From an optimization exercise on the open Yosys and OpenROAD flow, aimed at small area, a short achievable clock period and few clock cycles; shortcuts taken in it are not production practice.
At most, simulation tests tie the RTL to the original design; equivalence was not proved.

==> inputs of job 4873 <==
==> flow/design.v <==
module ufs_core (
    input  wire        clk,
    input  wire        rst,
    input  wire        rx_valid,
    input  wire [7:0]  rx_data,
    output wire        rx_ready,
    output reg         tx_valid,
    output reg  [7:0]  tx_data,
    input  wire        tx_ready,
    output reg         mem_clr,
    output reg         buf_we,
    output reg  [13:0] buf_addr,
    output reg  [7:0]  buf_wdata,
    output reg         name_we,
    output reg  [5:0]  name_addr,
    output reg  [7:0]  name_wdata,
    output reg         st_valid,
    input  wire        st_ready,
    output wire [5:0]  st_name_len,
    output wire [13:0] st_length
);
    reg        rdy;
    reg        v1;
    reg  [7:0] d1;
    wire       fire = rx_valid & rdy;
    assign rx_ready = rdy;
    reg s_seek, s_cmd, s_n, s_name, s_tail, s_dsh, s_dsl, s_dlen, s_ddata, s_cs, s_skip;
    reg        is_s, is_e;       
    reg  [7:0] csum;
    reg  [7:0] rem;              
    reg  [1:0] sc;               
    reg        nbig;             
    reg        sbig;             
    reg        eq28;             
    reg        seqh0, seqlo, seq41;
    reg        fok;              
    reg        dv, good;         
    reg        active;
    reg  [5:0] name_len;
    reg [13:0] declared_size;
    assign st_name_len = name_len;
    assign st_length   = declared_size;
    reg [511:0] ring;
    reg  [5:0] ph;
    reg        drn1, drn2;
    wire [7:0] r63 = ring[511:504];
    reg  [1:0] tx_n;             
    reg  [1:0] tx_c;             
    reg        pv;
    reg  [1:0] pc;
    wire [7:0] b    = d1;
    wire       hdr  = (b == 8'h81);
    wire       rem1 = (rem == 8'd1);
    wire p_cmd   = v1 & s_cmd;
    wire p_n     = v1 & s_n;
    wire p_name  = v1 & s_name;
    wire p_tail  = v1 & s_tail;
    wire p_dlen  = v1 & s_dlen;
    wire p_ddata = v1 & s_ddata;
    wire n_ok    = (b[7:6] == 2'b00) & (b != 8'd0);        
    wire size_ok = ~sbig & ~(eq28 & (b != 8'd0));
    wire commit  = p_tail & (sc == 2'd3) & is_s & ~nbig & size_ok;
    wire ins     = p_name & active & ~nbig;
    wire [1:0] ncode  = {is_s & good, ~good};    
    wire       st_set = dv & is_e & good;
    wire       st_nxt = st_set | (st_valid & ~st_ready);
    wire       drn_nxt = (dv & is_s & fok & good & active) | drn1 | (drn2 & (ph != 6'd63));
    wire xfer     = tx_valid & tx_ready;
    wire cur_free = ~tx_valid | (xfer & (tx_n == 2'd0));
    wire cmd_start   = p_cmd & (b == 8'h90);
    wire sn_next     = cmd_start | (s_n & ~v1);
    wire enter_align = p_n & active & n_ok;
    wire in_align    = s_name & active & ~nbig & ~(v1 & rem1);
    wire align_ok    = enter_align ? (ph == 6'd62) :
                       (fire | (v1 ? (ph == name_addr) : (ph + 6'd1 == name_addr)));
    wire stall       = pv | st_nxt | drn_nxt;
    wire rdy_nxt     = ~stall & ~(sn_next & active & fire) &
                       (~(enter_align | in_align) | align_ok);
    always @(posedge clk) begin
        d1   <= rx_data;
        ring <= {ring[503:0], ins ? b : r63};
    end
    always @(posedge clk) begin
        if (rst) begin
            rdy     <= 1'b1;
            v1      <= 1'b0;
            s_seek  <= 1'b1;
            s_cmd   <= 1'b0;  s_n    <= 1'b0;  s_name  <= 1'b0;  s_tail <= 1'b0;
            s_dsh   <= 1'b0;  s_dsl  <= 1'b0;  s_dlen  <= 1'b0;  s_ddata <= 1'b0;
            s_cs    <= 1'b0;  s_skip <= 1'b0;
            dv      <= 1'b0;
            active  <= 1'b0;
            mem_clr <= 1'b0;
            buf_we  <= 1'b0;
            name_we <= 1'b0;
            st_valid <= 1'b0;
            tx_valid <= 1'b0;
            pv      <= 1'b0;
            ph      <= 6'd0;
            drn1    <= 1'b0;
            drn2    <= 1'b0;
        end else begin
            rdy     <= rdy_nxt;
            v1      <= fire;
            ph      <= ph + 6'd1;
            dv      <= 1'b0;
            mem_clr <= 1'b0;
            buf_we  <= 1'b0;
            name_we <= 1'b0;
            if (v1) begin
                if (s_seek) begin
                    if (hdr) begin s_seek <= 1'b0; s_cmd <= 1'b1; end
                end
                if (s_cmd) begin
                    s_cmd <= 1'b0;
                    if (b == 8'h90)      s_n   <= 1'b1;
                    else if (b == 8'h91) s_dsh <= 1'b1;
                    else if (b == 8'h92) s_tail <= 1'b1;
                    else                 s_skip <= 1'b1;
                end
                if (s_n) begin
                    s_n <= 1'b0;
                    if (b >= 8'd249)     s_skip <= 1'b1;
                    else if (b == 8'd0)  s_tail <= 1'b1;
                    else                 s_name <= 1'b1;
                    mem_clr <= ~active & (b[7:6] == 2'b00);
                end
                if (s_name) begin
                    name_we <= ~active & ~nbig;
                    if (rem1) begin s_name <= 1'b0; s_tail <= 1'b1; end
                end
                if (s_tail) begin
                    if (sc == 2'd3) begin s_tail <= 1'b0; s_cs <= 1'b1; end
                end
                if (s_dsh) begin s_dsh <= 1'b0; s_dsl <= 1'b1; end
                if (s_dsl) begin s_dsl <= 1'b0; s_dlen <= 1'b1; end
                if (s_dlen) begin
                    s_dlen <= 1'b0;
                    if (b >= 8'd251)     s_skip  <= 1'b1;
                    else if (b == 8'd0)  s_cs    <= 1'b1;
                    else                 s_ddata <= 1'b1;
                end
                if (s_ddata) begin
                    buf_we <= fok;
                    if (rem1) begin s_ddata <= 1'b0; s_cs <= 1'b1; end
                end
                if (s_cs) begin
                    s_cs <= 1'b0; s_seek <= 1'b1;
                    dv   <= 1'b1;
                end
                if (s_skip) begin
                    if (rem1) begin s_skip <= 1'b0; s_seek <= 1'b1; end
                end
            end
            if (dv) begin
                if (is_s) begin
                    if (fok) begin
                        active <= good;
                        if (active) mem_clr <= 1'b1;
                    end
                end else if (is_e) begin
                    active <= 1'b0;
                end
            end
            if (st_set) st_valid <= 1'b1;
            else if (st_ready) st_valid <= 1'b0;
            if (dv & is_s & fok & good & active) drn1 <= 1'b1;
            if (drn1 & (ph == 6'd63)) begin drn1 <= 1'b0; drn2 <= 1'b1; end
            if (drn2) begin
                name_we <= (ph < name_len);
                if (ph == 6'd63) drn2 <= 1'b0;
            end
            if (cur_free) begin
                if (pv | dv) tx_valid <= 1'b1;
                else         tx_valid <= 1'b0;
                pv <= pv & dv;
            end else if (dv) begin
                pv <= 1'b1;
            end
        end
    end
    always @(posedge clk) begin
        if (v1) begin
            if (s_seek) csum <= 8'h81;
            else        csum <= csum + b;
        end
        if (p_cmd) begin
            is_s <= (b == 8'h90);
            is_e <= (b == 8'h92);
            fok  <= active;                  
            sc   <= 2'd2;
            rem  <= 8'd255;                  
        end
        if (p_n) begin
            nbig <= (b[7:6] != 2'b00);
            sbig <= 1'b0;
            sc   <= 2'd0;
            name_addr <= 6'h3f;
            rem  <= (b >= 8'd249) ? 8'd254 : b;
        end
        if (p_name) begin
            rem        <= rem - 8'd1;
            name_addr  <= name_addr + 6'd1;
            name_wdata <= b;
        end
        if (p_tail) begin
            sc <= sc + 2'd1;
            if (sc == 2'd0 || sc == 2'd1) sbig <= sbig | (b != 8'd0);
            if (sc == 2'd2) begin
                sbig <= sbig | (b > 8'h28);
                eq28 <= (b == 8'h28);
                buf_addr[13:8] <= b[5:0];    
            end
            if (sc == 2'd3 && is_s) fok <= commit;
        end
        if (commit) begin
            name_len      <= name_addr + 6'd1;
            declared_size <= {buf_addr[13:8], b};
        end
        if (v1 & s_dsh) seqh0 <= (b == 8'd0);
        if (v1 & s_dsl) begin
            seqlo <= seqh0 & (b != 8'd0) & (b <= 8'd40);
            seq41 <= seqh0 & (b == 8'd41);
            buf_addr[13:8] <= b[5:0] - 6'd1;
        end
        if (p_dlen) begin
            fok  <= active & (seqlo | (seq41 & (b == 8'd0)));
            rem  <= (b >= 8'd251) ? 8'd252 : b;
            buf_addr[7:0] <= 8'hff;
        end
        if (p_ddata) begin
            rem           <= rem - 8'd1;
            buf_addr[7:0] <= buf_addr[7:0] + 8'd1;
            buf_wdata     <= b;
        end
        if (v1 & s_skip) rem <= rem - 8'd1;
        if (v1 & s_cs) good <= (csum == b) & fok;
        if (drn2) begin
            name_addr  <= ph;
            name_wdata <= r63;
        end
        if (xfer & (tx_n != 2'd0)) begin
            tx_n    <= tx_n - 2'd1;
            tx_data <= (tx_n == 2'd2) ? (8'h93 + {6'd0, tx_c}) : (8'h14 + {6'd0, tx_c});
        end else if (cur_free & (pv | dv)) begin
            tx_n    <= 2'd2;
            tx_data <= 8'h81;
            tx_c    <= pv ? pc : ncode;
        end
        if (dv & ~(cur_free & ~pv)) pc <= ncode;
    end
endmodule
==> flow/run.sh <==
#!/bin/bash
# synth_recipe.tcl (not shown) runs the flow's synth.tcl, then flattens the netlist and writes it again
# the make line also repeats each setting of config.mk as NAME=value (left out here)
make -C /OpenROAD-flow-scripts/flow DESIGN_CONFIG=/design/flow/config.mk WORK_HOME=/design/flow/orfs CLKGATE_MAP_FILE= SYNTH_SCRIPT=/design/flow/synth_recipe.tcl finish
==> flow/config.mk <==
export PLATFORM = sky130hd
export DESIGN_NAME = ufs_core
export DESIGN_NICKNAME = ufs_core
export VERILOG_FILES = /design/flow/design.v
export SDC_FILE = /design/flow/constraint.sdc
export NUM_CORES = 4
export LEC_CHECK = 0
export CAP_MARGIN = 20
export CORE_MARGIN = 2
export CORE_UTILIZATION = 40
export SETUP_SLACK_MARGIN = 4
export SLEW_MARGIN = 20
==> flow/constraint.sdc <==
create_clock -name core_clock -period 8.0 [get_ports {clk}]
set_input_delay 1.6000 -clock core_clock [delete_from_list [all_inputs] [get_ports {clk}]]
set_output_delay 1.6000 -clock core_clock [all_outputs]
set_load 0.01 [all_outputs]
==> inputs of job 8422, as changes to job 4873 <==
--- a/flow/design.v
+++ b/flow/design.v
@@ -6,13 +6,13 @@
     output wire        rx_ready,
     output reg         tx_valid,
-    output reg  [7:0]  tx_data,
+    output wire [7:0]  tx_data,
     input  wire        tx_ready,
     output reg         mem_clr,
     output reg         buf_we,
-    output reg  [13:0] buf_addr,
-    output reg  [7:0]  buf_wdata,
+    output wire [13:0] buf_addr,
+    output wire [7:0]  buf_wdata,
     output reg         name_we,
-    output reg  [5:0]  name_addr,
-    output reg  [7:0]  name_wdata,
+    output wire [5:0]  name_addr,
+    output wire [7:0]  name_wdata,
     output reg         st_valid,
     input  wire        st_ready,
@@ -45,4 +45,13 @@
     reg        drn1, drn2;
     wire [7:0] r63 = ring[511:504];
+    reg [13:0] ad;
+    reg  [7:0] wd;
+    assign buf_addr   = ad;
+    assign name_addr  = ad[5:0];
+    assign buf_wdata  = wd;
+    assign name_wdata = wd;
+    reg        txd7;
+    reg  [4:0] txd;
+    assign tx_data = {txd7, 2'b00, txd};
     reg  [1:0] tx_n;             
     reg  [1:0] tx_c;             
@@ -73,5 +82,5 @@
     wire in_align    = s_name & active & ~nbig & ~(v1 & rem1);
     wire align_ok    = enter_align ? (ph == 6'd62) :
-                       (fire | (v1 ? (ph == name_addr) : (ph + 6'd1 == name_addr)));
+                       (fire | (v1 ? (ph == ad[5:0]) : (ph + 6'd1 == ad[5:0])));
     wire stall       = pv | st_nxt | drn_nxt;
     wire rdy_nxt     = ~stall & ~(sn_next & active & fire) &
@@ -79,4 +88,5 @@
     always @(posedge clk) begin
         d1   <= rx_data;
+        wd   <= drn2 ? r63 : d1;
         ring <= {ring[503:0], ins ? b : r63};
     end
@@ -196,11 +206,10 @@
             sbig <= 1'b0;
             sc   <= 2'd0;
-            name_addr <= 6'h3f;
+            ad[7:0] <= 8'hff;
             rem  <= (b >= 8'd249) ? 8'd254 : b;
         end
         if (p_name) begin
             rem        <= rem - 8'd1;
-            name_addr  <= name_addr + 6'd1;
-            name_wdata <= b;
+            ad[7:0]    <= ad[7:0] + 8'd1;
         end
         if (p_tail) begin
@@ -210,11 +219,11 @@
                 sbig <= sbig | (b > 8'h28);
                 eq28 <= (b == 8'h28);
-                buf_addr[13:8] <= b[5:0];    
+                ad[13:8] <= b[5:0];          
             end
             if (sc == 2'd3 && is_s) fok <= commit;
         end
         if (commit) begin
-            name_len      <= name_addr + 6'd1;
-            declared_size <= {buf_addr[13:8], b};
+            name_len      <= ad[5:0] + 6'd1;
+            declared_size <= {ad[13:8], b};
         end
         if (v1 & s_dsh) seqh0 <= (b == 8'd0);
@@ -222,28 +231,24 @@
             seqlo <= seqh0 & (b != 8'd0) & (b <= 8'd40);
             seq41 <= seqh0 & (b == 8'd41);
-            buf_addr[13:8] <= b[5:0] - 6'd1;
+            ad[13:8] <= b[5:0] - 6'd1;
         end
         if (p_dlen) begin
             fok  <= active & (seqlo | (seq41 & (b == 8'd0)));
             rem  <= (b >= 8'd251) ? 8'd252 : b;
-            buf_addr[7:0] <= 8'hff;
+            ad[7:0] <= 8'hff;
         end
         if (p_ddata) begin
             rem           <= rem - 8'd1;
-            buf_addr[7:0] <= buf_addr[7:0] + 8'd1;
-            buf_wdata     <= b;
+            ad[7:0]       <= ad[7:0] + 8'd1;
         end
         if (v1 & s_skip) rem <= rem - 8'd1;
         if (v1 & s_cs) good <= (csum == b) & fok;
-        if (drn2) begin
-            name_addr  <= ph;
-            name_wdata <= r63;
-        end
+        if (drn2) ad[5:0] <= ph;
         if (xfer & (tx_n != 2'd0)) begin
             tx_n    <= tx_n - 2'd1;
-            tx_data <= (tx_n == 2'd2) ? (8'h93 + {6'd0, tx_c}) : (8'h14 + {6'd0, tx_c});
+            {txd7, txd} <= (tx_n == 2'd2) ? {1'b1, 5'h13 + {3'd0, tx_c}} : {1'b0, 5'h14 + {3'd0, tx_c}};
         end else if (cur_free & (pv | dv)) begin
             tx_n    <= 2'd2;
-            tx_data <= 8'h81;
+            {txd7, txd} <= 6'h21;
             tx_c    <= pv ? pc : ncode;
         end
==> flow/flow/run.sh (new file) <==
#!/bin/bash
# Standard ORFS layout, with the port buffers made from plain buffers and
# repair_timing asked for more setup margin.
set -euo pipefail
export BUFFER_PORTS_ARGS="-buffer_cell sky130_fd_sc_hd__buf_2"
export SETUP_SLACK_MARGIN=5
bash standard.sh > standard.log 2>&1
==> flow/standard.sh (new file) <==
#!/bin/bash
# synth_recipe.tcl (not shown) runs the flow's synth.tcl, then flattens the netlist and writes it again
# the make line also repeats each setting of config.mk as NAME=value (left out here)
make -C /OpenROAD-flow-scripts/flow DESIGN_CONFIG=/design/flow/config.mk WORK_HOME=/design/flow/orfs CLKGATE_MAP_FILE= SYNTH_SCRIPT=/design/flow/synth_recipe.tcl "${@:-finish}"
CORE_UTILIZATION = 70   (was 40)
CTS_BUF_LIST = sky130_fd_sc_hd__clkbuf_8   (was default)
SETUP_SLACK_MARGIN = default   (was 4)
removed: flow/run.sh
==> inputs of job 6798, as changes to job 4873 <==
--- a/flow/design.v
+++ b/flow/design.v
@@ -6,13 +6,13 @@
     output wire        rx_ready,
     output reg         tx_valid,
-    output reg  [7:0]  tx_data,
+    output wire [7:0]  tx_data,
     input  wire        tx_ready,
     output reg         mem_clr,
     output reg         buf_we,
-    output reg  [13:0] buf_addr,
-    output reg  [7:0]  buf_wdata,
+    output wire [13:0] buf_addr,
+    output wire [7:0]  buf_wdata,
     output reg         name_we,
-    output reg  [5:0]  name_addr,
-    output reg  [7:0]  name_wdata,
+    output wire [5:0]  name_addr,
+    output wire [7:0]  name_wdata,
     output reg         st_valid,
     input  wire        st_ready,
@@ -45,4 +45,13 @@
     reg        drn1, drn2;
     wire [7:0] r63 = ring[511:504];
+    reg [13:0] ad;
+    reg  [7:0] wd;
+    assign buf_addr   = ad;
+    assign name_addr  = ad[5:0];
+    assign buf_wdata  = wd;
+    assign name_wdata = wd;
+    reg        txd7;
+    reg  [4:0] txd;
+    assign tx_data = {txd7, 2'b00, txd};
     reg  [1:0] tx_n;             
     reg  [1:0] tx_c;             
@@ -73,5 +82,5 @@
     wire in_align    = s_name & active & ~nbig & ~(v1 & rem1);
     wire align_ok    = enter_align ? (ph == 6'd62) :
-                       (fire | (v1 ? (ph == name_addr) : (ph + 6'd1 == name_addr)));
+                       (fire | (v1 ? (ph == ad[5:0]) : (ph + 6'd1 == ad[5:0])));
     wire stall       = pv | st_nxt | drn_nxt;
     wire rdy_nxt     = ~stall & ~(sn_next & active & fire) &
@@ -79,4 +88,5 @@
     always @(posedge clk) begin
         d1   <= rx_data;
+        wd   <= drn2 ? r63 : d1;
         ring <= {ring[503:0], ins ? b : r63};
     end
@@ -196,11 +206,10 @@
             sbig <= 1'b0;
             sc   <= 2'd0;
-            name_addr <= 6'h3f;
+            ad[7:0] <= 8'hff;
             rem  <= (b >= 8'd249) ? 8'd254 : b;
         end
         if (p_name) begin
             rem        <= rem - 8'd1;
-            name_addr  <= name_addr + 6'd1;
-            name_wdata <= b;
+            ad[7:0]    <= ad[7:0] + 8'd1;
         end
         if (p_tail) begin
@@ -210,11 +219,11 @@
                 sbig <= sbig | (b > 8'h28);
                 eq28 <= (b == 8'h28);
-                buf_addr[13:8] <= b[5:0];    
+                ad[13:8] <= b[5:0];          
             end
             if (sc == 2'd3 && is_s) fok <= commit;
         end
         if (commit) begin
-            name_len      <= name_addr + 6'd1;
-            declared_size <= {buf_addr[13:8], b};
+            name_len      <= ad[5:0] + 6'd1;
+            declared_size <= {ad[13:8], b};
         end
         if (v1 & s_dsh) seqh0 <= (b == 8'd0);
@@ -222,28 +231,24 @@
             seqlo <= seqh0 & (b != 8'd0) & (b <= 8'd40);
             seq41 <= seqh0 & (b == 8'd41);
-            buf_addr[13:8] <= b[5:0] - 6'd1;
+            ad[13:8] <= b[5:0] - 6'd1;
         end
         if (p_dlen) begin
             fok  <= active & (seqlo | (seq41 & (b == 8'd0)));
             rem  <= (b >= 8'd251) ? 8'd252 : b;
-            buf_addr[7:0] <= 8'hff;
+            ad[7:0] <= 8'hff;
         end
         if (p_ddata) begin
             rem           <= rem - 8'd1;
-            buf_addr[7:0] <= buf_addr[7:0] + 8'd1;
-            buf_wdata     <= b;
+            ad[7:0]       <= ad[7:0] + 8'd1;
         end
         if (v1 & s_skip) rem <= rem - 8'd1;
         if (v1 & s_cs) good <= (csum == b) & fok;
-        if (drn2) begin
-            name_addr  <= ph;
-            name_wdata <= r63;
-        end
+        if (drn2) ad[5:0] <= ph;
         if (xfer & (tx_n != 2'd0)) begin
             tx_n    <= tx_n - 2'd1;
-            tx_data <= (tx_n == 2'd2) ? (8'h93 + {6'd0, tx_c}) : (8'h14 + {6'd0, tx_c});
+            {txd7, txd} <= (tx_n == 2'd2) ? {1'b1, 5'h13 + {3'd0, tx_c}} : {1'b0, 5'h14 + {3'd0, tx_c}};
         end else if (cur_free & (pv | dv)) begin
             tx_n    <= 2'd2;
-            tx_data <= 8'h81;
+            {txd7, txd} <= 6'h21;
             tx_c    <= pv ? pc : ncode;
         end
==> flow/flow/run.sh (new file) <==
#!/bin/bash
set -euo pipefail
export BUFFER_PORTS_ARGS="-buffer_cell sky130_fd_sc_hd__buf_2"
export SETUP_SLACK_MARGIN=5
bash standard.sh > standard.log 2>&1
==> flow/standard.sh (new file) <==
#!/bin/bash
# synth_recipe.tcl (not shown) runs the flow's synth.tcl, then flattens the netlist and writes it again
# the make line also repeats each setting of config.mk as NAME=value (left out here)
make -C /OpenROAD-flow-scripts/flow DESIGN_CONFIG=/design/flow/config.mk WORK_HOME=/design/flow/orfs CLKGATE_MAP_FILE= SYNTH_SCRIPT=/design/flow/synth_recipe.tcl "${@:-finish}"
SETUP_SLACK_MARGIN = default   (was 4)
removed: flow/run.sh
==> inputs of job 3761, as changes to job 4873 <==
--- a/flow/design.v
+++ b/flow/design.v
@@ -6,13 +6,13 @@
     output wire        rx_ready,
     output reg         tx_valid,
-    output reg  [7:0]  tx_data,
+    output wire [7:0]  tx_data,
     input  wire        tx_ready,
     output reg         mem_clr,
     output reg         buf_we,
-    output reg  [13:0] buf_addr,
-    output reg  [7:0]  buf_wdata,
+    output wire [13:0] buf_addr,
+    output wire [7:0]  buf_wdata,
     output reg         name_we,
-    output reg  [5:0]  name_addr,
-    output reg  [7:0]  name_wdata,
+    output wire [5:0]  name_addr,
+    output wire [7:0]  name_wdata,
     output reg         st_valid,
     input  wire        st_ready,
@@ -41,8 +41,19 @@
     assign st_name_len = name_len;
     assign st_length   = declared_size;
-    reg [511:0] ring;
+    reg [503:0] ring;
     reg  [5:0] ph;
     reg        drn1, drn2;
-    wire [7:0] r63 = ring[511:504];
+    wire [7:0] r63 = ring[503:496];
+    wire       ph_end = (ph == 6'd62);
+    wire [5:0] ph_inc = ph_end ? 6'd0 : ph + 6'd1;
+    reg [13:0] ad;
+    reg  [7:0] wd;
+    assign buf_addr   = ad;
+    assign name_addr  = ad[5:0];
+    assign buf_wdata  = wd;
+    assign name_wdata = wd;
+    reg        txd7;
+    reg  [4:0] txd;
+    assign tx_data = {txd7, 2'b00, txd};
     reg  [1:0] tx_n;             
     reg  [1:0] tx_c;             
@@ -65,5 +76,5 @@
     wire       st_set = dv & is_e & good;
     wire       st_nxt = st_set | (st_valid & ~st_ready);
-    wire       drn_nxt = (dv & is_s & fok & good & active) | drn1 | (drn2 & (ph != 6'd63));
+    wire       drn_nxt = (dv & is_s & fok & good & active) | drn1 | (drn2 & ~ph_end);
     wire xfer     = tx_valid & tx_ready;
     wire cur_free = ~tx_valid | (xfer & (tx_n == 2'd0));
@@ -72,6 +83,7 @@
     wire enter_align = p_n & active & n_ok;
     wire in_align    = s_name & active & ~nbig & ~(v1 & rem1);
-    wire align_ok    = enter_align ? (ph == 6'd62) :
-                       (fire | (v1 ? (ph == name_addr) : (ph + 6'd1 == name_addr)));
+    wire [5:0] k_m1      = v1 ? ad[5:0] + 6'd1 : ad[5:0];
+    wire       align_hit = (ph_inc == k_m1) | ((k_m1 == 6'd63) & (ph == 6'd61));
+    wire align_ok    = enter_align ? (ph == 6'd61) : (fire | align_hit);
     wire stall       = pv | st_nxt | drn_nxt;
     wire rdy_nxt     = ~stall & ~(sn_next & active & fire) &
@@ -79,5 +91,6 @@
     always @(posedge clk) begin
         d1   <= rx_data;
-        ring <= {ring[503:0], ins ? b : r63};
+        wd   <= drn2 ? r63 : d1;
+        ring <= {ring[495:0], ins ? b : r63};
     end
     always @(posedge clk) begin
@@ -103,5 +116,5 @@
             rdy     <= rdy_nxt;
             v1      <= fire;
-            ph      <= ph + 6'd1;
+            ph      <= ph_inc;
             dv      <= 1'b0;
             mem_clr <= 1'b0;
@@ -166,8 +179,8 @@
             else if (st_ready) st_valid <= 1'b0;
             if (dv & is_s & fok & good & active) drn1 <= 1'b1;
-            if (drn1 & (ph == 6'd63)) begin drn1 <= 1'b0; drn2 <= 1'b1; end
+            if (drn1 & ph_end) begin drn1 <= 1'b0; drn2 <= 1'b1; end
             if (drn2) begin
                 name_we <= (ph < name_len);
-                if (ph == 6'd63) drn2 <= 1'b0;
+                if (ph_end) drn2 <= 1'b0;
             end
             if (cur_free) begin
@@ -196,11 +209,10 @@
             sbig <= 1'b0;
             sc   <= 2'd0;
-            name_addr <= 6'h3f;
+            ad[7:0] <= 8'hff;
             rem  <= (b >= 8'd249) ? 8'd254 : b;
         end
         if (p_name) begin
             rem        <= rem - 8'd1;
-            name_addr  <= name_addr + 6'd1;
-            name_wdata <= b;
+            ad[7:0]    <= ad[7:0] + 8'd1;
         end
         if (p_tail) begin
@@ -210,11 +222,11 @@
                 sbig <= sbig | (b > 8'h28);
                 eq28 <= (b == 8'h28);
-                buf_addr[13:8] <= b[5:0];    
+                ad[13:8] <= b[5:0];          
             end
             if (sc == 2'd3 && is_s) fok <= commit;
         end
         if (commit) begin
-            name_len      <= name_addr + 6'd1;
-            declared_size <= {buf_addr[13:8], b};
+            name_len      <= ad[5:0] + 6'd1;
+            declared_size <= {ad[13:8], b};
         end
         if (v1 & s_dsh) seqh0 <= (b == 8'd0);
@@ -222,28 +234,24 @@
             seqlo <= seqh0 & (b != 8'd0) & (b <= 8'd40);
             seq41 <= seqh0 & (b == 8'd41);
-            buf_addr[13:8] <= b[5:0] - 6'd1;
+            ad[13:8] <= b[5:0] - 6'd1;
         end
         if (p_dlen) begin
             fok  <= active & (seqlo | (seq41 & (b == 8'd0)));
             rem  <= (b >= 8'd251) ? 8'd252 : b;
-            buf_addr[7:0] <= 8'hff;
+            ad[7:0] <= 8'hff;
         end
         if (p_ddata) begin
             rem           <= rem - 8'd1;
-            buf_addr[7:0] <= buf_addr[7:0] + 8'd1;
-            buf_wdata     <= b;
+            ad[7:0]       <= ad[7:0] + 8'd1;
         end
         if (v1 & s_skip) rem <= rem - 8'd1;
         if (v1 & s_cs) good <= (csum == b) & fok;
-        if (drn2) begin
-            name_addr  <= ph;
-            name_wdata <= r63;
-        end
+        if (drn2) ad[5:0] <= ph;
         if (xfer & (tx_n != 2'd0)) begin
             tx_n    <= tx_n - 2'd1;
-            tx_data <= (tx_n == 2'd2) ? (8'h93 + {6'd0, tx_c}) : (8'h14 + {6'd0, tx_c});
+            {txd7, txd} <= (tx_n == 2'd2) ? {1'b1, 5'h13 + {3'd0, tx_c}} : {1'b0, 5'h14 + {3'd0, tx_c}};
         end else if (cur_free & (pv | dv)) begin
             tx_n    <= 2'd2;
-            tx_data <= 8'h81;
+            {txd7, txd} <= 6'h21;
             tx_c    <= pv ? pc : ncode;
         end
==> flow/flow/run.sh (new file) <==
#!/bin/bash
# Standard ORFS layout, with the port buffers made from plain buffers and
# repair_timing asked for more setup margin.
set -euo pipefail
export BUFFER_PORTS_ARGS="-buffer_cell sky130_fd_sc_hd__buf_2"
export SETUP_SLACK_MARGIN=5
bash standard.sh > standard.log 2>&1
==> flow/standard.sh (new file) <==
#!/bin/bash
# synth_recipe.tcl (not shown) runs the flow's synth.tcl, then flattens the netlist and writes it again
# the make line also repeats each setting of config.mk as NAME=value (left out here)
make -C /OpenROAD-flow-scripts/flow DESIGN_CONFIG=/design/flow/config.mk WORK_HOME=/design/flow/orfs CLKGATE_MAP_FILE= SYNTH_SCRIPT=/design/flow/synth_recipe.tcl "${@:-finish}"
CTS_CLUSTER_DIAMETER = 120   (was default)
CTS_CLUSTER_SIZE = 28   (was default)
SETUP_SLACK_MARGIN = default   (was 4)
removed: flow/run.sh
==> qor summary <==
Final critical delay including setup and external delays: job 8422 2930 ps; job 4873 3350 ps; job 3761 2930 ps; job 6798 2930 ps
Share of synthesized area occupied by flip-flops and latches: job 8422 0.826; job 4873 0.832; job 3761 0.817; job 6798 0.826
Pre-CTS setup slack: job 8422 4980 ps; job 4873 4560 ps; job 3761 4900 ps; job 6798 4900 ps
Worst path arrival time: job 8422 1330 ps; job 4873 1750 ps; job 3761 1330 ps; job 6798 1330 ps
Largest net degree at the start of global routing: job 8422 46; job 4873 44; job 3761 50; job 6798 46
Depth of the worst register-to-register path: job 8422 5; job 4873 4; job 3761 6; job 6798 5
Final cycle utilization of the critical path: job 8422 0.366; job 4873 0.419; job 3761 0.366; job 6798 0.367
Routed WL: job 8422 27,600 µm; job 4873 24,900 µm; job 3761 24,200 µm; job 6798 24,900 µm
Synth cell types: job 8422 61; job 4873 60; job 3761 70; job 6798 61
Highest-delay cell along the critical path: job 8422 sky130_fd_sc_hd__edfxtp_1; job 4873 sky130_fd_sc_hd__clkdlybuf4s50_1; job 3761 sky130_fd_sc_hd__edfxtp_1; job 6798 sky130_fd_sc_hd__edfxtp_1
Outcome: job 8422 no timing/DRC/antenna violations; job 4873 no timing/DRC/antenna violations; job 3761 no timing/DRC/antenna violations; job 6798 no timing/DRC/antenna violations
Reg-to-reg slack, setup: job 8422 5210 ps; job 4873 4830 ps; job 3761 5510 ps; job 6798 5200 ps
Count of nets after finishing: job 8422 1,260; job 4873 1,256; job 3761 1,205; job 6798 1,224
Testbench counts of job 4873, summed over its fixed seeds: cycles 69,361.
The RTL of job 8422, job 6798 and job 3761 was laid out without a check of its function.

[afterwards: timing with drivers on the ports]
The results above use ideal ports. As a check the final layouts listed here were re-extracted and re-timed, cells and wires unchanged. Step 1 assumes that a clkbuf_16 drives the clock port and a buf_2 every other input. Step 2 also shifts input and output timing later by t, the mid clock arrival at the registers, as if the neighbouring blocks saw the same clock. Slacks: ideal / step 1 / step 2; pairs: ideal / step 1.
run | t (ns) | setup WS [ns] | slew at the worst register clock pin (ns) | worst data-port slew with drivers (ns)
job 4873 | 0.638 | 4.649 / 4.601 / 4.558 | 0.06 / 0.06 | 0.06
job 8422 | 0.651 | 5.071 / 5.027 / 4.964 | 0.08 / 0.08 | 0.07
job 6798 | 0.639 | 5.068 / 5.017 / 4.917 | 0.07 / 0.07 | 0.09
job 3761 | 0.596 | 5.075 / 5.030 / 4.920 | 0.11 / 0.11 | 0.07
After both steps setup and hold are still met in every run listed. The setup slack of job 3761, which loses most, moves by -0.045 ns with the drivers and by -0.155 ns with both steps.
